Source: an optimization exercise on an open RTL-to-GDS flow (aim: small area, a short achievable clock period and few clock cycles per item). Production flows keep margins and buffers that such runs may drop. The RTL was checked by simulation tests, not by an equivalence proof against the original design. Power is estimated from default activity; no workload was simulated.

--- flow/design.v ---
module can_frame_parser (
    input  wire        clk,
    input  wire        rst,
    input  wire        in_valid,
    output wire        in_ready,
    input  wire [10:0] in_id,
    input  wire [3:0]  in_dlc,
    input  wire [63:0] in_data,
    output wire        rd_valid,
    input  wire        rd_ready,
    output wire        rd_last,
    output reg  [7:0]  rd_field,
    output reg  [1:0]  rd_kind,
    output wire [16:0] rd_raw,
    output reg  [1:0]  rd_scale,
    output wire [55:0] rd_text,
    output reg  [2:0]  rd_textlen,
    output wire        tx_valid,
    output wire [10:0] tx_id,
    output wire [3:0]  tx_dlc,
    output wire [63:0] tx_data,
    output wire        done,
    output reg  [5:0]  fault_bits,
    output wire [15:0] fault_count
);
    localparam [1:0] SEL_IDLE = 2'd0, SEL_A = 2'd1, SEL_B = 2'd2, SEL_C = 2'd3;
    localparam [1:0] K_NUM = 2'd0, K_ONOFF = 2'd1, K_LABEL = 2'd2, K_TEXT = 2'd3;
    localparam [4:0] C_NONE = 5'd0,  C_DLC = 5'd1,  C_SHORT = 5'd2, C_282 = 5'd3,
                     C_381 = 5'd4,   C_382 = 5'd5,  C_481 = 5'd6,   C_PRA = 5'd7,
                     C_PRB = 5'd8,   C_PRC = 5'd9,  C_BAND = 5'd10, C_CONT = 5'd11,
                     C_OS0 = 5'd16;   
    localparam [3:0] P_NONE = 4'd0, P_282 = 4'd1, P_381 = 4'd2, P_382 = 4'd3,
                     P_481 = 4'd4, P_OS = 4'd5, P_A1 = 4'd6, P_A3 = 4'd7,
                     P_B1 = 4'd8, P_C2 = 4'd9, P_C4 = 4'd10, P_C5 = 4'd11,
                     P_C6 = 4'd12, P_C8 = 4'd13, P_C9 = 4'd14, P_C14 = 4'd15;
    reg [1:0]  sel;
    reg [3:0]  line;           
    reg        upload;
    reg        carry_valid;
    reg [7:0]  carry_byte;
    reg [15:0] fc;
    reg        busy;
    reg [2:0]  idx;
    reg [4:0]  cls;
    reg        st_id;          
    reg [3:0]  dlc;
    reg [63:0] dat;
    wire [7:0] d0 = dat[7:0],   d1 = dat[15:8],  d2 = dat[23:16], d3 = dat[31:24];
    wire [7:0] d4 = dat[39:32], d5 = dat[47:40], d6 = dat[55:48], d7 = dat[63:56];
    wire [7:0] i0 = in_data[7:0], i1 = in_data[15:8], i2 = in_data[23:16], i3 = in_data[31:24];
    reg  [4:0] in_cls;
    always @* begin
        in_cls = C_NONE;
        if (in_dlc > 4'd8)
            in_cls = C_DLC;
        else if (in_id == 11'h282)
            in_cls = (in_dlc < 4'd3) ? C_SHORT : C_282;
        else if (in_id == 11'h381)
            in_cls = (in_dlc < 4'd6) ? C_SHORT : C_381;
        else if (in_id == 11'h382)
            in_cls = (in_dlc < 4'd3) ? C_SHORT : C_382;
        else if (in_id == 11'h481)
            in_cls = (in_dlc < 4'd7) ? C_SHORT : C_481;
        else if (in_id == 11'h1c1 || in_id == 11'h1c2 || in_id == 11'h1c3) begin
            if (in_dlc >= 4'd3 && i0 == 8'h41 && i1 == 8'h3f && i2 == 8'h50)
                in_cls = C_PRA;
            else if (in_dlc >= 4'd3 && i0 == 8'h41 && i1 == 8'h0f && i2 == 8'h34)
                in_cls = C_PRB;
            else if (in_dlc >= 4'd3 && i0 == 8'h41 && i1 == 8'h1d && i2 == 8'h50)
                in_cls = C_PRC;
            else if (in_dlc >= 4'd1 && i0[7:4] == 4'h4) begin
                if (in_dlc >= 4'd4 && i0 == 8'h43 && i1 == 8'h30 && i2 == 8'h20 && i3 == 8'h01)
                    in_cls = (in_dlc < 4'd6) ? C_SHORT : C_OS0 + 5'd3;
                else if (in_dlc >= 4'd4 && i0 == 8'h43 && i1 == 8'h30 && i2 == 8'h20 && i3 == 8'h02)
                    in_cls = (in_dlc < 4'd6) ? C_SHORT : C_OS0 + 5'd4;
                else if (in_dlc >= 4'd3 && i0 == 8'h4B && i1 == 8'h10 && i2 == 8'h20)
                    in_cls = (in_dlc < 4'd6) ? C_SHORT : C_OS0 + 5'd0;
                else if (in_dlc >= 4'd3 && i0 == 8'h4B && i1 == 8'h11 && i2 == 8'h20)
                    in_cls = (in_dlc < 4'd6) ? C_SHORT : C_OS0 + 5'd1;
                else if (in_dlc >= 4'd3 && i0 == 8'h43 && i1 == 8'h20 && i2 == 8'h20)
                    in_cls = (in_dlc < 4'd6) ? C_SHORT : C_OS0 + 5'd2;
                else if (in_dlc >= 4'd3 && i0 == 8'h4F && i1 == 8'h40 && i2 == 8'h20)
                    in_cls = (in_dlc < 4'd5) ? C_SHORT : C_OS0 + 5'd5;
                else
                    in_cls = C_BAND;
            end else if (in_dlc >= 4'd1 && (i0 == 8'h00 || i0 == 8'h10))
                in_cls = C_CONT;
        end
    end
    wire dge2 = dlc >= 4'd2, dge4 = dlc >= 4'd4, dge6 = dlc >= 4'd6, dge8 = dlc >= 4'd8;
    reg [3:0] plan;
    reg       hard;
    reg [5:0] fbits;
    always @* begin
        plan  = P_NONE;
        hard  = 1'b0;
        fbits = 6'd0;
        case (cls)
            C_DLC:   begin hard = 1'b1; fbits[1] = 1'b1; end
            C_SHORT: begin hard = 1'b1; fbits[0] = 1'b1; end
            C_282:   plan = P_282;
            C_381:   plan = P_381;
            C_382:   plan = P_382;
            C_481:   begin
                plan = P_481;
                fbits[2] = d0 > 8'h0F;
                fbits[3] = d1 > 8'h1F;
            end
            C_CONT: begin
                case (sel)
                    SEL_A: begin
                        if (line == 4'd1) begin
                            if (!dge8) begin hard = 1'b1; fbits[0] = 1'b1; end
                            else plan = P_A1;
                        end else if (line == 4'd3) begin
                            if (!dge2) begin hard = 1'b1; fbits[0] = 1'b1; end
                            else plan = P_A3;
                        end
                    end
                    SEL_B: if (line == 4'd1) plan = P_B1;
                    SEL_C: begin
                        case (line)
                            4'd2: if (!dge6) begin hard = 1'b1; fbits[0] = 1'b1; end
                                  else plan = P_C2;
                            4'd4: if (!dge8) begin hard = 1'b1; fbits[0] = 1'b1; end
                                  else plan = P_C4;
                            4'd5: if (!dge8) begin hard = 1'b1; fbits[0] = 1'b1; end
                                  else begin plan = P_C5; fbits[4] = carry_valid; end
                            4'd6: if (!dge8) begin hard = 1'b1; fbits[0] = 1'b1; end
                                  else begin plan = P_C6; fbits[5] = !carry_valid; end
                            4'd7: if (!dge8) begin hard = 1'b1; fbits[0] = 1'b1; end
                                  else fbits[4] = carry_valid;
                            4'd8: if (!dge8) begin hard = 1'b1; fbits[0] = 1'b1; end
                                  else begin plan = P_C8; fbits[5] = !carry_valid; end
                            4'd9: if (!dge4) begin hard = 1'b1; fbits[0] = 1'b1; end
                                  else begin plan = P_C9; fbits[5] = !carry_valid; end
                            4'd14: if (!dge4) begin hard = 1'b1; fbits[0] = 1'b1; end
                                  else plan = P_C14;
                            default: ;
                        endcase
                    end
                    default: ;
                endcase
            end
            default: if (cls[4]) plan = P_OS;
        endcase
    end
    reg [5:0] vmask;
    reg [2:0] lastslot;
    always @* begin
        vmask    = 6'b111111;
        lastslot = 3'd0;
        case (plan)
            P_282, P_A1, P_C2, P_C4: lastslot = 3'd1;
            P_381, P_C5:             lastslot = 3'd2;
            P_481: begin lastslot = 3'd5; vmask[0] = ~fbits[2]; vmask[1] = ~fbits[3]; end
            P_C6:  begin lastslot = 3'd4; vmask[0] = carry_valid; end
            P_C8, P_C9: begin lastslot = 3'd1; vmask[0] = carry_valid; end
            default: lastslot = 3'd0;
        endcase
    end
    reg [2:0] slot;
    always @* begin
        slot = idx;
        if (slot == 3'd0 && !vmask[0]) slot = 3'd1;
        if (slot == 3'd1 && !vmask[1]) slot = 3'd2;
    end
    wire has_rd = (plan != P_NONE);
    assign rd_valid = busy && has_rd;
    assign rd_last  = (slot == lastslot);
    assign done     = busy && (!has_rd || (rd_ready && rd_last));
    assign in_ready = !busy || done;
    localparam [1:0] X_ZERO = 2'd0, X_SIGN = 2'd1, X_SEXT8 = 2'd2;
    reg [7:0] lo, hi;
    reg       sgn;      
    reg       s8;       
    always @* begin
        rd_field   = 8'd0;
        rd_kind    = K_NUM;
        rd_scale   = 2'd0;
        lo  = d0;
        hi  = 8'd0;
        sgn = 1'b0;
        s8  = 1'b0;
        case (plan)
            P_282: case (slot)
                3'd0: begin rd_field = 8'h01; lo = d0; end
                default: begin rd_field = 8'h02; lo = d1; hi = d2; sgn = 1'b1; rd_scale = 2'd2; end
            endcase
            P_381: begin
                rd_scale = 2'd2; sgn = 1'b1;
                case (slot)
                    3'd0: begin rd_field = 8'h03; lo = d0; hi = d1; end
                    3'd1: begin rd_field = 8'h04; lo = d2; hi = d3; end
                    default: begin rd_field = 8'h05; lo = d4; hi = d5; end
                endcase
            end
            P_382: begin rd_field = 8'h06; lo = d1; hi = d2; sgn = 1'b1; rd_scale = 2'd2; end
            P_481: case (slot)
                3'd0: begin rd_field = 8'h07; rd_kind = K_LABEL; lo = d0; end
                3'd1: begin rd_field = 8'h08; rd_kind = K_LABEL; lo = d1; end
                3'd2: begin rd_field = 8'h09; rd_kind = K_ONOFF; lo = {7'd0, d5[0]}; end
                3'd3: begin rd_field = 8'h0A; rd_kind = K_ONOFF; lo = {7'd0, d5[1]}; end
                3'd4: begin rd_field = 8'h0B; rd_kind = K_ONOFF; lo = {7'd0, d6[4]}; end
                default: begin rd_field = 8'h0C; rd_kind = K_ONOFF; lo = {7'd0, d6[0]}; end
            endcase
            P_OS: begin
                rd_field = {5'b10000, cls[2:0]};
                lo = d4;
                case (cls[2:0])
                    3'd0, 3'd1: begin hi = d5; sgn = 1'b1; rd_scale = 2'd2; end
                    3'd5:       ;
                    default:    hi = d5;
                endcase
            end
            P_A1: case (slot)
                3'd0: begin rd_field = 8'h10; lo = d5; rd_scale = 2'd1; end
                default: begin rd_field = 8'h11; lo = d6; hi = d7; sgn = 1'b1; rd_scale = 2'd2; end
            endcase
            P_A3: begin rd_field = 8'h12; lo = d1; s8 = 1'b1; end
            P_B1: begin rd_field = 8'h18; rd_kind = K_TEXT; end
            P_C2: begin
                sgn = 1'b1; rd_scale = 2'd2;
                case (slot)
                    3'd0: begin rd_field = 8'h20; lo = d2; hi = d3; end
                    default: begin rd_field = 8'h21; lo = d4; hi = d5; end
                endcase
            end
            P_C4: begin
                sgn = 1'b1; rd_scale = 2'd2;
                case (slot)
                    3'd0: begin rd_field = 8'h22; lo = d6; hi = d7; end
                    default: begin rd_field = 8'h23; lo = d4; hi = d5; end
                endcase
            end
            P_C5: begin
                sgn = 1'b1; rd_scale = 2'd2;
                case (slot)
                    3'd0: begin rd_field = 8'h24; lo = d1; hi = d2; end
                    3'd1: begin rd_field = 8'h25; lo = d3; hi = d4; end
                    default: begin rd_field = 8'h26; lo = d5; hi = d6; end
                endcase
            end
            P_C6: case (slot)
                3'd0: begin rd_field = 8'h27; lo = d1; hi = carry_byte; sgn = 1'b1; rd_scale = 2'd2; end
                3'd1: begin rd_field = 8'h28; lo = d2; hi = d3; end
                3'd2: begin rd_field = 8'h29; lo = d4; hi = d5; rd_scale = 2'd1; end
                3'd3: begin rd_field = 8'h2A; lo = d6; end
                default: begin rd_field = 8'h2B; lo = d7; end
            endcase
            P_C8: case (slot)
                3'd0: begin rd_field = 8'h2C; lo = d1; hi = carry_byte; rd_scale = 2'd1; end
                default: begin rd_field = 8'h2D; lo = d2; hi = d3; rd_scale = 2'd2; end
            endcase
            P_C9: begin
                rd_scale = 2'd3;
                case (slot)
                    3'd0: begin rd_field = 8'h2E; lo = d1; hi = carry_byte; end
                    default: begin rd_field = 8'h2F; lo = d2; hi = d3; end
                endcase
            end
            P_C14: begin rd_field = 8'h30; lo = d2; hi = d3; sgn = 1'b1; rd_scale = 2'd2; end
            default: ;
        endcase
    end
    assign rd_raw  = s8 ? {{9{lo[7]}}, lo} : {sgn & hi[7], hi, lo};
    assign rd_text = dat[63:8];
    integer j;
    always @* begin
        rd_textlen = 3'd0;
        for (j = 1; j < 8; j = j + 1)
            if (dat[8*j +: 8] != 8'd0 && j < dlc) rd_textlen = j[2:0];
    end
    reg       tx_req;
    reg [1:0] tx_code;        
    reg [1:0] n_sel;
    reg [3:0] n_line;
    reg       n_upload;
    reg       n_cv;
    reg       cstore;
    always @* begin
        tx_req   = 1'b0;
        tx_code  = 2'd0;
        n_sel    = sel;
        n_line   = line;
        n_upload = upload;
        n_cv     = carry_valid;
        cstore   = 1'b0;
        case (cls)
            C_PRA, C_PRB, C_PRC: begin
                n_sel    = (cls == C_PRA) ? SEL_A : (cls == C_PRB) ? SEL_B : SEL_C;
                n_line   = 4'd1;
                n_cv     = 1'b0;
                n_upload = 1'b0;
                if (st_id && cls == C_PRC) begin
                    n_upload = 1'b1;
                    tx_req   = 1'b1;
                end
            end
            C_CONT: begin
                if (sel != SEL_IDLE) begin
                    if (line != 4'd15) n_line = line + 4'd1;
                    if (sel == SEL_C) begin
                        case (line)
                            4'd5, 4'd7, 4'd8: begin n_cv = 1'b1; cstore = 1'b1; end
                            4'd6, 4'd9: n_cv = 1'b0;
                            default: ;
                        endcase
                    end
                end
                if (st_id && upload) begin
                    tx_req  = 1'b1;
                    tx_code = d0[4] ? 2'd2 : 2'd1;
                end
            end
            default: begin
                if (cls == C_BAND || cls[4]) begin
                    n_sel  = SEL_IDLE;
                    n_line = 4'd0;
                    n_cv   = 1'b0;
                end
                if (st_id) n_upload = 1'b0;
            end
        endcase
    end
    assign tx_valid = done && tx_req && !hard;
    assign tx_id    = 11'h241;
    assign tx_dlc   = 4'd8;
    assign tx_data  = {56'd0, 6'b101000, tx_code};
    wire        fault  = fbits != 6'd0;
    wire [15:0] fc_inc = (fc == 16'hFFFF) ? fc : fc + 16'd1;
    assign fault_count = fault ? fc_inc : fc;
    always @* fault_bits = fbits;
    always @(posedge clk) begin
        if (in_ready) begin
            cls   <= in_cls;
            st_id <= (in_id == 11'h1c1);
            dlc   <= in_dlc;
            dat   <= in_data;
            idx   <= 3'd0;
        end else if (rd_valid && rd_ready) begin
            idx   <= slot + 3'd1;
        end
        if (rst) begin
            busy        <= 1'b0;
            sel         <= SEL_IDLE;
            line        <= 4'd0;
            upload      <= 1'b0;
            carry_valid <= 1'b0;
            fc          <= 16'd0;
        end else begin
            if (in_ready) busy <= in_valid;
            if (done) begin
                fc <= fault_count;
                if (!hard) begin
                    sel         <= n_sel;
                    line        <= n_line;
                    upload      <= n_upload;
                    carry_valid <= n_cv;
                    if (cstore) carry_byte <= d7;
                end
            end
        end
    end
endmodule
--- flow/run.sh ---
#!/bin/bash
# synth_recipe.tcl (not shown) runs the flow's synth.tcl, then flattens the netlist and writes it again
# the make line also repeats each setting of config.mk as NAME=value (left out here)
make -C /OpenROAD-flow-scripts/flow DESIGN_CONFIG=/design/flow/config.mk WORK_HOME=/design/flow/orfs CLKGATE_MAP_FILE= SYNTH_SCRIPT=/design/flow/synth_recipe.tcl finish
--- flow/config.mk ---
export PLATFORM = sky130hd
export DESIGN_NAME = can_frame_parser
export DESIGN_NICKNAME = can_frame_parser
export VERILOG_FILES = /design/flow/design.v
export SDC_FILE = /design/flow/constraint.sdc
export NUM_CORES = 4
export LEC_CHECK = 0
export CAP_MARGIN = 20
export CORE_MARGIN = 2
export CORE_UTILIZATION = 40
export PLACE_DENSITY = 0.6
export SLEW_MARGIN = 20
--- flow/constraint.sdc ---
create_clock -name core_clock -period 6.0 [get_ports {clk}]
set_input_delay 1.2000 -clock core_clock [delete_from_list [all_inputs] [get_ports {clk}]]
set_output_delay 1.2000 -clock core_clock [all_outputs]
set_load 0.01 [all_outputs]
==> results.tsv, run 1 <==
metric	value	unit
pwr_density_cell	457.0	nW/µm²
drc	0	
use_met3	6.697	%
synthCells	1086	
cp.required	4.80	ns
synth_seq_cells	110	
period_minus_slack	6.017	ns
synth_flop_cell	edfxtp_1	
netlist_top_cells_area	edfxtp_1 27%, buf_4 6.6%, dfxtp_1 6.2%	
synth.avg_cell_area	8.351	µm²
numCtsBuffers	9	
grt_pass1_vias	9879	
drtIter0Drc	1450	
busiest_layer	met2	
core	22430	µm²
die_x	154.6	µm
start_kind	flip-flop	
critical_path_class	flip-flop to primary output	
insertion_delay	0.38	ns
cts_sinks	110	
cp_slowest_stage_delay	0.60	ns
gp_congestion	1.036	
ir_drop	0.0003126	V
synth-async-reset-ratio	0	%
portBuffers	198	
hold_path.class	flip-flop to flip-flop	
dp_hpwl	31830	µm
fmax	0.1662	GHz
critPathLaunch	dat[6]$_DFFE_PP_	
hold_ws	0.5105	ns
hold_viol	0	
grt_pass1_wl	61290	µm
first_pass_iters	6	
setup_viol	1	
syn2layout_area_growth	32.91	%
yosysMostFrequentCell	nor2_1	
pre_cts_ws	0.06821	ns
hold_buffers	0	
worstPathMaxFanout	16	
synth_top_area_share	27.15	%
die_y	154.6	µm
post_drt_via_cell_ratio	6.363	
path_buf_inv	4	
htree_levels	3	
grt_usage	33.92	%
synth-simple-area-share	22.72	%
via_count	10310	
grt_use_met2	51.06	%
yosysSeqAreaShare	33.33	%
reg2reg_from	cls[2]$_SDFFCE_PP0P_	
overflow	0	
antenna_found_initial	1	
so.violations	setup timing	
max_cap_violations	0	
grt_use_met1	47.07	%
post_synth_num_cell_types	93	
diodes	0	
cp.arrival	4.82	ns
yosys.area_share.adder	1.104	%
design.portCount	277	
synth_top_family_by_area	compound AO/OA/AOI/OAI gates	
drive_gt1_share	12.43	%
yosys_warnings	1	
min-delay-start	fc[5]$_SDFFE_PP0P_	
wl_per_cell	25.56	µm
synth_mux_area_share	2.166	%
path_cells	or4_1 -> nand2_1 -> inv_1 -> nor3_2 -> buf_4 -> nand2_1 -> buf_4 -> nand2_1 -> o211ai_1 -> a2111oi_0 -> a31oi_1 -> clkdlybuf4s50_1	
cts_root_buffer	clkbuf_16	
worst_path_most_repeated_cell	nand2_1	
start_util	40.42	%
synth_area_leader_cell	edfxtp_1	
p_leak	4.545	nW
cts_tree	done	
placementRows	55	
stdcell_area	12050	µm²
nets	1421	
cts.path.max_buffers	2	
cp-end-kind	primary output	
syn_area	9069	µm²
ant_nets	0	
die-area	23890	µm²
setup_ws	-0.01654	ns
postPlaceCellArea	11560	µm²
worst_slew_pin_slew	0.9820	ns
skew	0.01699	ns
finalWirelength	41410	µm
status	failed layout checks	
synth_edf_count	82	
rsz0062_at_grt	yes	
slew_headroom	34.33	%
clk_pin_slew	0.08	ns
synth_common_cells	90 x nor2_1, 84 x nand2_1, 82 x edfxtp_1	
finalCritPeriodShare	100.3	%
slowest_stage	or4_1	
drv_slew	0	
critical_path.top_delay_family	simple AND/OR/NAND/NOR gates	
synth_xor_area_share	1.449	%
synth-compound-area-share	28.85	%
grt_max_degree	50	
## logic make-up (layout without fill, tap and decap cells)
| family | after synthesis | count (layout) |
|---|---|---|
| simple gates | 399 | 399 |
| compound gates | 369 | 369 |
| buf+inv | 164 | 337 |
| flops | 110 | 110 |
| mux | 19 | 19 |
| xor+xnor | 15 | 15 |
| fa+ha+maj | 8 | 8 |
| other cells | 2 | 78 |
## repair_timing
item | CTS | global route
setup buffers | 6 | 1
setup endpoints to repair | 14 | 17
gates resized for setup | 10 | 25
pin swaps | 3 | 5
## sequential cells by signal (all words and copies together), names as in the netlist
name         flops
upload           1
carry_valid      1
sel              2
st_id            1
idx              3
busy             1
cls              5
carry_byte       8
dat             64
fc              16
dlc              4
line             4
## worst reg2reg max path: cells and delay by family, from the launching register on
| kind | cells | cell delay, ns |
|---|---|---|
| buf+inv | 4 | 1.45 |
| compound gates | 4 | 0.96 |
| xor+xnor | 1 | 0.24 |
| flops | 1 | 0.43 |
| simple gates | 4 | 1.39 |
## power by group
group          total, mW  switching [mW]  internal (mW)
logic               3.52            2.03           1.49
clock network      0.629           0.333          0.297
registers           1.36           0.321           1.04
total               5.51            2.68           2.83
## per-layer routing
layer | share of wire [%] | routed length [µm]
met5 | 0 | 0
met4 | 4.7 | 1964
met3 | 10 | 4316
met2 | 43 | 17880
met1 | 42 | 17250
## cell type report
cell class                      instances  area, µm²
Fill cell                            2146      10380
Multi-Input combinational cell        888       5517
Clock buffer                            9      225.2
Sequential cell                       110       3025
Tap cell                              285      356.6
Clock inverter                          7      77.57
Inverter                               30      112.6
Timing Repair Buffer                  291       2739
## cells in the final DEF (no fill, tap or decap), types with 7 or more instances in the layout
| master | count |
|---|---|
| nor3_1 | 23 |
| o2111ai_1 | 10 |
| a21oi_1 | 76 |
| or4_1 | 10 |
| nor2b_1 | 11 |
| a22oi_1 | 15 |
| nand2_1 | 84 |
| edfxtp_1 | 82 |
| o2bb2ai_1 | 7 |
| dlymetal6s2s_1 | 12 |
| buf_4 | 90 |
| mux2i_1 | 14 |
| a31oi_1 | 14 |
| nor2_1 | 90 |
| dfxtp_1 | 26 |
| a22o_1 | 11 |
| o31ai_1 | 15 |
| a211oi_1 | 10 |
| a221oi_1 | 18 |
| o21ai_0 | 61 |
| nor4_1 | 20 |
| clkdlybuf4s50_1 | 186 |
| nand3_1 | 41 |
| o22ai_1 | 14 |
| nand4_1 | 13 |
| or2_2 | 7 |
| or3_1 | 16 |
| xnor2_1 | 12 |
| o211ai_1 | 12 |
| a222oi_1 | 7 |
| and2_1 | 17 |
| inv_1 | 28 |
| and3_1 | 14 |
| nand3b_1 | 10 |
| nand2b_1 | 13 |
| conb_1 | 78 |
| clkbuf_16 | 9 |
| o21a_1 | 7 |
## metrics by stage
| stage | setup TNS [ns] | util [%] | power [mW] | std cells |
|---|---|---|---|---|
| floorplan | 0 | - | 2.986 | 1162 |
| global placement | 0 | 51.51 | 4.743 | 1597 |
| detailed placement | 0 | 51.51 | 4.719 | 1597 |
| CTS | 0 | 53.29 | 5.398 | 1619 |
| global route | -0.2845 | 53.73 | 5.730 | 1620 |
| finish | -0.01654 | 53.73 | 5.508 | 1620 |
## final timing paths
check / end / slack (ns) / depth (start not counted)
worst max-delay path: rd_raw[3] / -0.02 / 12
worst min-delay path: fc[5]$_SDFFE_PP0P_ / 0.51 / 2
worst max register to register: dat[9]$_DFFE_PP_ / 1.13 / 13
worst min register to register: fc[5]$_SDFFE_PP0P_ / 0.51 / 2
Testbench counts, summed over its fixed seeds: cycles 35,159, frames 20,000.
==> run 2, diff against run 1 <==
--- a/flow/config.mk
+++ b/flow/config.mk
@@ -11,2 +11,3 @@
 export PLACE_DENSITY = 0.6
+export SETUP_SLACK_MARGIN = 1
 export SLEW_MARGIN = 20
==> run 2 against run 1 <==
Now clean on timing, DRC and antenna. Sequential power barely moved. First-iteration DRC count rose by 3.9%. Maximum frequency rose by 5.1%. Via count rose by 5.7%. Clock power barely moved. Non-clock buffer count rose by 78. Sequential cell count did not move.
==> results.tsv, run 2 <==
metric	value	unit	change
status	finished clean		was failed layout checks
regMostFlops	dat		unchanged
largest_reg_flops	64		unchanged
reg2reg_from	line[1]$_SDFFE_PP0P_		was cls[2]$_SDFFCE_PP0P_
final_common_cell	clkdlybuf4s50_1		unchanged
first_pass_iters	7		was 6
yosys_warnings	1		unchanged
nets	1499		was 1421
ff2ff_setup_slack	1.35	ns	was 1.13 ns
setup_viol	0		was 1
grt_max_degree	53		was 50
syn_area	9069	µm²	unchanged
clk_pin_slew	0.09	ns	was 0.08 ns
critical_path.top_delay_family	compound AO/OA/AOI/OAI gates		was simple AND/OR/NAND/NOR gates
pre_cts_ws	0.01271	ns	was 0.06821 ns
total_power	6.105	mW	was 5.508 mW
insertion_delay	0.38	ns	about the same
path_buf_inv	7		was 4
final_util	59.87	%	was 53.73%
post_drt_via_cell_ratio	6.417		was 6.363
numCtsBuffers	9		unchanged
die_x	154.6	µm	unchanged
largestRegisters	dat x64, fc x16, carry_byte x8		unchanged
cp_slowest_stage_delay	0.41	ns	was 0.60 ns
overflow	0		unchanged
hold_path.class	flip-flop to flip-flop		unchanged
synth_area_leader_cell	edfxtp_1		unchanged
synth_seq_cells	110		unchanged
grt_pass1_vias	10050		was 9879
hold_buffers	0		unchanged
via_count	10900		was 10310
diodes	0		unchanged
skew	0.01428	ns	was 0.01699 ns
portBuffers	198		unchanged
cts.path.max_buffers	2		unchanged
grt_usage	34.30	%	was 33.92%
htree_levels	3		unchanged
synth-async-reset-ratio	0	%	unchanged
finalCritPeriodShare	95.41	%	was 100.3%
critPathLaunch	line[2]$_SDFFE_PP0P_		was dat[6]$_DFFE_PP_
path_cells	buf_6 -> nor2b_2 -> a221oi_4 -> a21oi_2 -> buf_4 -> a31oi_4 -> o21ai_4 -> a21oi_4 -> ha_4 -> nor2b_4 -> buf_12 -> buf_4 -> and2_4 -> a221o_1 -> a221o_1 -> o311ai_4 -> buf_6 -> buf_12 -> o2111ai_2 -> buf_2		was or4_1 -> nand2_1 -> inv_1 -> nor3_2 -> buf_4 -> nand2_1 -> buf_4 -> nand2_1 -> o211ai_1 -> a2111oi_0 -> a31oi_1 -> clkdlybuf4s50_1
fmax	0.1747	GHz	was 0.1662 GHz
synth_edf_count	82		unchanged
synth_common_cells	90 x nor2_1, 84 x nand2_1, 82 x edfxtp_1		unchanged
design.portCount	277		unchanged
synthCells	1086		unchanged
fillerInstances	2022		was 2146
drv_slew	0		unchanged
die-area	23890	µm²	unchanged
setup_ws	0.2756	ns	was -0.01654 ns
die_y	154.6	µm	unchanged
syn2layout_area_growth	48.11	%	was 32.91%
ir_drop	0.0002087	V	was 0.0003126 V
max_cap_violations	0		unchanged
crit_end	rd_raw[10]		was rd_raw[3]
slowest_stage	dfxtp_1		was or4_1
dp_hpwl	31580	µm	was 31830 µm
slew_headroom	37.01	%	was 34.33%
drtIter0Drc	1507		was 1450
synth.avg_cell_area	8.351	µm²	unchanged
worstPathMaxFanout	21		was 16
worst_slew_pin_slew	0.9418	ns	was 0.9820 ns
cts_tree	done		unchanged
synth_flop_cell	edfxtp_1		unchanged
finalWirelength	43470	µm	was 41410 µm
ant_nets	0		unchanged
rsz0062_at_grt	yes		unchanged
p_leak	5.200	nW	was 4.545 nW
final_cell_mix	161 x clkdlybuf4s50_1, 136 x buf_4, 84 x nor2_1		was 186 x clkdlybuf4s50_1, 90 x nor2_1, 90 x buf_4
core	22430	µm²	unchanged
start_util	40.42	%	unchanged
start_kind	flip-flop		unchanged
hold_viol	0		unchanged
critical_path_class	flip-flop to primary output		unchanged
yosysSeqAreaShare	33.33	%	unchanged
drc	0		unchanged
cp.arrival	4.52	ns	was 4.82 ns
yosysMostFrequentCell	nor2_1		unchanged
synth_top_area_share	27.15	%	unchanged
cp-end-kind	primary output		unchanged
cts_sinks	110		unchanged
reg2reg_to	dat[27]$_DFFE_PP_		was dat[9]$_DFFE_PP_
pwr_density_cell	454.5	nW/µm²	was 457.0 nW/µm²
drive_gt1_share	25.34	%	was 12.43%
grt_pass1_wl	62290	µm	was 61290 µm
worst-path-stages	20		was 12
post_synth_num_cell_types	93		unchanged
gp_congestion	1.035		was 1.036
setup_tns	0	ns	was -0.01654 ns
finalNonFillerCells	1698		was 1620
cp.required	4.80	ns	about the same
period_minus_slack	5.724	ns	was 6.017 ns
antenna_found_initial	0		was 1
wl_per_cell	25.60	µm	was 25.56 µm
dp.cells	1596		was 1597
cts_root_buffer	clkbuf_16		unchanged
placementRows	55		unchanged
netlist_top_cells_area	edfxtp_1 27%, buf_4 6.6%, dfxtp_1 6.2%		unchanged
r2r_cells	21		was 13
## run 2: cell counts after synthesis
No cell type changed its count.
## run 2: worst reg2reg max path, cell delays in order, from the launching register on
cell	delay (ns)
dfxtp_2	0.33
inv_2	0.09
ha_4	0.14
buf_6	0.10
buf_4	0.10
nor3b_4	0.20
buf_4	0.14
buf_6	0.09
a22oi_1	0.08
nand3b_1	0.28
buf_4	0.20
buf_4	0.12
and3_4	0.16
buf_6	0.14
a2111oi_4	0.28
a31oi_1	0.09
xnor2_1	0.23
buf_4	0.15
and3_4	0.19
a21o_4	0.13
buf_4	0.34
buf_4	0.64
## run 2: cell type report
class | instances | area [µm²] | share of cell area (%)
multi-input combinational | 888 | 6210 | 46.23
timing repair buffer | 369 | 3427 | 25.51
clock inverter | 7 | 72.57 | 0.5403
inverter | 30 | 112.6 | 0.8384
tap | 285 | 356.6 | 2.655
clock buffer | 9 | 225.2 | 1.677
sequential | 110 | 3028 | 22.54
## run 2: metrics by stage
step,hold slack (ns),instance area [µm²]
2_1_floorplan,0.4545,9442
3_3_place_gp,0.4785,11620
3_5_place_dp,0.4942,11620
4_1_cts,0.5097,12810
5_1_grt,0.5185,13430
6_report,0.5127,13430
## run 2: worst min-delay path by stage
stage                     slack [ns]  cells after the start                startpoint                       end
after CTS                       0.51                      2       upload$_SDFFE_PP0P_       upload$_SDFFE_PP0P_
final                           0.51                      2        fc[5]$_SDFFE_PP0P_        fc[5]$_SDFFE_PP0P_
after global routing            0.52                      2       upload$_SDFFE_PP0P_       upload$_SDFFE_PP0P_
after floorplan                 0.45                      2  carry_valid$_SDFFE_PP0P_  carry_valid$_SDFFE_PP0P_
after global placement          0.48                      2       upload$_SDFFE_PP0P_       upload$_SDFFE_PP0P_
after detailed placement        0.49                      2       upload$_SDFFE_PP0P_       upload$_SDFFE_PP0P_
## run 2: logic make-up after synthesis
family	share of synthesized area, %
flops	33.33
fa+ha+maj	1.104
buf+inv	10.29
xor+xnor	1.449
other cells	0.08281
mux	2.166
compound gates	28.85
simple gates	22.72
## run 2: timing repair
action / CTS / global route
cloned: 1 / 2
endpoints found under the setup margin: 46 / 46
buffers inserted: 54 / 29
pin swaps: 44 / 23
gates resized for setup: 199 / 96
## run 2: routing by layer
metal	wire (µm)	part of all wire [%]	global-route usage [%]
met2	18750	43	51.53
met5	0	0	0
met1	17360	40	46.55
met4	2410	5.5	15.87
met3	4943	11	8.490
## run 2: report_power, final
part	total, mW	internal (mW)	leakage [nW]	switching (mW)
clock	0.632	0.296	0.143	0.336
sequential	1.39	1.04	1.08	0.349
combinational	4.08	1.80	3.98	2.28
total	6.10	3.14	5.20	2.96
==> run 3, diff against run 2 <==
--- a/flow/config.mk
+++ b/flow/config.mk
@@ -11,3 +11,3 @@
 export PLACE_DENSITY = 0.6
-export SETUP_SLACK_MARGIN = 1
+export SETUP_SLACK_MARGIN = 2.5
 export SLEW_MARGIN = 20
==> run 3 against run 2 <==
Still clean. Largest cell class unchanged. Cell count up 1.1%. Via count is 0.31% higher. Hold slack better by 0.019 ns. Highest routed layer unchanged.
==> results.tsv, run 3 <==
metric	value	unit	change
die_y	154.6	µm	unchanged
setup_ws	0.2662	ns	was 0.2756 ns
synth.avg_cell_area	8.351	µm²	unchanged
drv_slew	0		unchanged
hold_path.class	flip-flop to flip-flop		unchanged
final_cell_mix	154 x buf_4, 129 x clkdlybuf4s50_1, 82 x edfxtp_1		was 161 x clkdlybuf4s50_1, 136 x buf_4, 84 x nor2_1
core	22430	µm²	unchanged
dr_wl_met2	19020	µm	was 18750 µm
diodes	0		unchanged
regArea	3035	µm²	was 3028 µm²
cts_root_buffer	clkbuf_16		unchanged
numCtsBuffers	9		unchanged
syn_area	9069	µm²	unchanged
yosysSeqAreaShare	33.33	%	unchanged
post_synth_num_cell_types	93		unchanged
grt_pass1_wl	62770	µm	was 62290 µm
worstPathMaxFanout	15		was 21
path_buf_inv	5		was 7
synth_area_leader_cell	edfxtp_1		unchanged
synth_common_cells	90 x nor2_1, 84 x nand2_1, 82 x edfxtp_1		unchanged
die_x	154.6	µm	unchanged
gp_congestion	1.064		was 1.035
r2r_cells	13		was 21
hold_buffers	0		unchanged
period_minus_slack	5.734	ns	was 5.724 ns
drtIter0Drc	1483		was 1507
overflow	0		unchanged
final_util	61.94	%	was 59.87%
finalWirelength	44000	µm	was 43470 µm
p_leak	5.478	nW	was 5.200 nW
critical_path.top_delay_family	compound AO/OA/AOI/OAI gates		unchanged
hold_viol	0		unchanged
insertion_delay	0.39	ns	was 0.38 ns
synth_top_area_share	27.15	%	unchanged
setup_viol	0		unchanged
hold_depth	2		unchanged
die-area	23890	µm²	unchanged
cp.required	4.80	ns	about the same
post_drt_via_cell_ratio	6.369		was 6.417
cp.arrival	4.53	ns	was 4.52 ns
drc	0		unchanged
finalCritPeriodShare	95.56	%	was 95.41%
slew_headroom	44.94	%	was 37.01%
largestRegisters	dat x64, fc x16, carry_byte x8		unchanged
p_sw	2.968	mW	was 2.964 mW
antenna_found_initial	0		unchanged
grt_max_degree	51		was 53
first_pass_iters	6		was 7
comb_power_share	67.0	%	was 66.9%
regMostFlops	dat		unchanged
dp_hpwl	32000	µm	was 31580 µm
design.portCount	277		unchanged
pwr-share-clk	10.5	%	was 10.4%
postPlaceCellArea	11830	µm²	was 11620 µm²
yosys_warnings	1		unchanged
cp-end-kind	primary output		unchanged
start_util	40.42	%	unchanged
stdcell_area	13900	µm²	was 13430 µm²
multi_input_area	6533	µm²	was 6210 µm²
critical_path_class	flip-flop to primary output		unchanged
wl_met3	4862	µm	was 4943 µm
cts.path.max_buffers	2		unchanged
worst_slew_pin_slew	0.8183	ns	was 0.9418 ns
pwr_density_cell	437.5	nW/µm²	was 454.5 nW/µm²
max_cap_violations	0		unchanged
netlist_top_cells_area	edfxtp_1 27%, buf_4 6.6%, dfxtp_1 6.2%		unchanged
synth_edf_count	82		unchanged
cp_slowest_stage_delay	0.54	ns	was 0.41 ns
clk_pin_slew	0.08	ns	was 0.09 ns
grt_pass1_vias	9995		was 10050
wl_per_cell	25.64	µm	was 25.60 µm
slowest_stage	dfxtp_2		was dfxtp_1
worst-path-stages	18		was 20
placementRows	55		unchanged
final_common_cell	buf_4		was clkdlybuf4s50_1
yosysMostFrequentCell	nor2_1		unchanged
fillerInstances	1978		was 2022
synth_seq_cells	110		unchanged
syn2layout_area_growth	53.23	%	was 48.11%
largest_reg_flops	64		unchanged
ir_drop	0.0002910	V	was 0.0002087 V
swShare	48.82	%	was 48.56%
p_int	3.112	mW	was 3.140 mW
portBuffers	198		unchanged
htree_levels	3		unchanged
grt_usage	34.84	%	was 34.30%
synthCells	1086		unchanged
cts_sinks	110		unchanged
worst_path_most_repeated_cell	buf_4		
synth-async-reset-ratio	0	%	unchanged
rsz0062_at_grt	yes		unchanged
via_count	10930		was 10900
fmax	0.1744	GHz	was 0.1747 GHz
ant_nets	0		unchanged
pre_cts_ws	0.02981	ns	was 0.01271 ns
top_layer	met4		unchanged
drive_gt1_share	30.89	%	was 25.34%
cts_tree	done		unchanged
skew	0.02178	ns	was 0.01428 ns
status	finished clean		unchanged
setup_tns	0	ns	unchanged
wl_met1	17910	µm	was 17360 µm
path_cells	nor2b_1 -> a221oi_4 -> a21oi_2 -> buf_4 -> a31oi_4 -> o21ai_4 -> a21oi_4 -> ha_2 -> nor2b_4 -> buf_12 -> buf_4 -> bufbuf_16 -> and2_1 -> a221oi_2 -> nor2_1 -> a2111o_1 -> o32a_1 -> buf_2		was buf_6 -> nor2b_2 -> a221oi_4 -> a21oi_2 -> buf_4 -> a31oi_4 -> o21ai_4 -> a21oi_4 -> ha_4 -> nor2b_4 -> buf_12 -> buf_4 -> and2_4 -> a221o_1 -> a221o_1 -> o311ai_4 -> buf_6 -> buf_12 -> o2111ai_2 -> buf_2
start_kind	flip-flop		unchanged
synth_flop_cell	edfxtp_1		unchanged
seqPwrFrac	22.5	%	was 22.8%
nets	1517		was 1499
-- run 3: cell counts after synthesis --
Identical to the previous run, type by type.
-- run 3: power groups by stage --
| stage | logic (mW) | clock network, mW | registers, mW |
|---|---|---|---|
| finish | 4.07 | 0.639 | 1.37 |
| global route | 4.25 | 0.669 | 1.37 |
| CTS | 3.76 | 0.650 | 1.35 |
| detailed placement | 3.47 | 0 | 1.38 |
| global placement | 3.48 | 0 | 1.39 |
| floorplan | 1.88 | 0 | 1.25 |
-- run 3: cell type report --
type / instances / area share (%)
Multi-Input combinational cell: 888 / 47.01
Timing Repair Buffer: 387 / 25.50
Sequential cell: 110 / 21.84
Tap cell: 285 / 2.566
Clock buffer: 9 / 1.621
Inverter: 30 / 0.8554
Clock inverter: 7 / 0.6033
-- run 3: metal layers --
layer / track usage, % / vias up
met5: 0 / -
met4: 16.31 / 0
met3: 8.434 / 187
met2: 52.00 / 778
met1: 47.59 / 5219
li1: - / 4746
-- run 3: path summary, 6_finish.rpt --
check                            start                 end  slack, ns
setup / recovery  line[2]$_SDFFE_PP0P_           rd_raw[0]       0.27
hold / removal      fc[9]$_SDFFE_PP0P_  fc[9]$_SDFFE_PP0P_       0.53
setup reg to reg  line[2]$_SDFFE_PP0P_    dat[9]$_DFFE_PP_       1.58
hold reg to reg     fc[9]$_SDFFE_PP0P_  fc[9]$_SDFFE_PP0P_       0.53
-- run 3: cells by family (layout without fill, tap and decap cells) --
group                      after synthesis  in the layout  synth area share, %
muxes                                   19             19                2.166
buffers and inverters                  164            433                10.29
other                                    2             78              0.08281
xor gates and xnor gates                15             15                1.449
DFF                                    110            110                33.33
adders and majority gates                8              8                1.104
AOI/OAI and AO/OA                      369            369                28.85
and+or+nand+nor                        399            399                22.72
-- run 3: what timing repair did --
item / 4_1_cts / 5_1_grt
gates cloned: 1 / 0
setup buffers: 58 / 47
pin swaps: 48 / 44
setup endpoints to repair: 172 / 172
resized for setup: 244 / 140
-- run 3: through the flow --
step                      power [mW]  hold WS (ns)  instances
after detailed placement       4.857        0.4896       1594
final                          6.080        0.5321       1716
after global routing           6.288        0.5566       1716
after CTS                      5.765        0.5012       1669
after global placement         4.870        0.4795       1594
after floorplan                3.125        0.4549       1162
-- run 3: worst register-to-register path, delay by kind of cell, from the launching register on --
kind	cells	cell delay, ns
buffers and inverters	4	0.98
and+or+nand+nor	2	0.66
AOI/OAI and AO/OA	6	1.62
xor gates and xnor gates	1	0.19
DFF	1	0.54

separate check: timing with driven ports:
Ports are ideal in the flow. The routed layouts listed here were re-timed in OpenROAD. Step 1 assumes that a clkbuf_16 drives the clock port and a buf_2 every other input. Step 2 adds t to the input delays and takes it off the output delays; t is the mean of the earliest and latest rising clock arrival at the registers after step 1. Input paths then give back, and output paths get back, about the clock's delay inside the block. Slacks: ideal / step 1 / step 2; pairs: ideal / step 1.
run | t (ns) | setup slack, ns | worst hold slack (ns) | worst setup path at the end | cell pins on the clock port's net
run 1 | 0.419 | -0.017 / -0.067 / 0.352 | 0.511 / 0.511 / 0.511 | register to output | 1
run 2 | 0.420 | 0.276 / 0.227 / 0.647 | 0.513 / 0.513 / 0.513 | register to output | 1
run 3 | 0.431 | 0.266 / 0.217 / 0.648 | 0.532 / 0.532 / 0.532 | register to output | 1
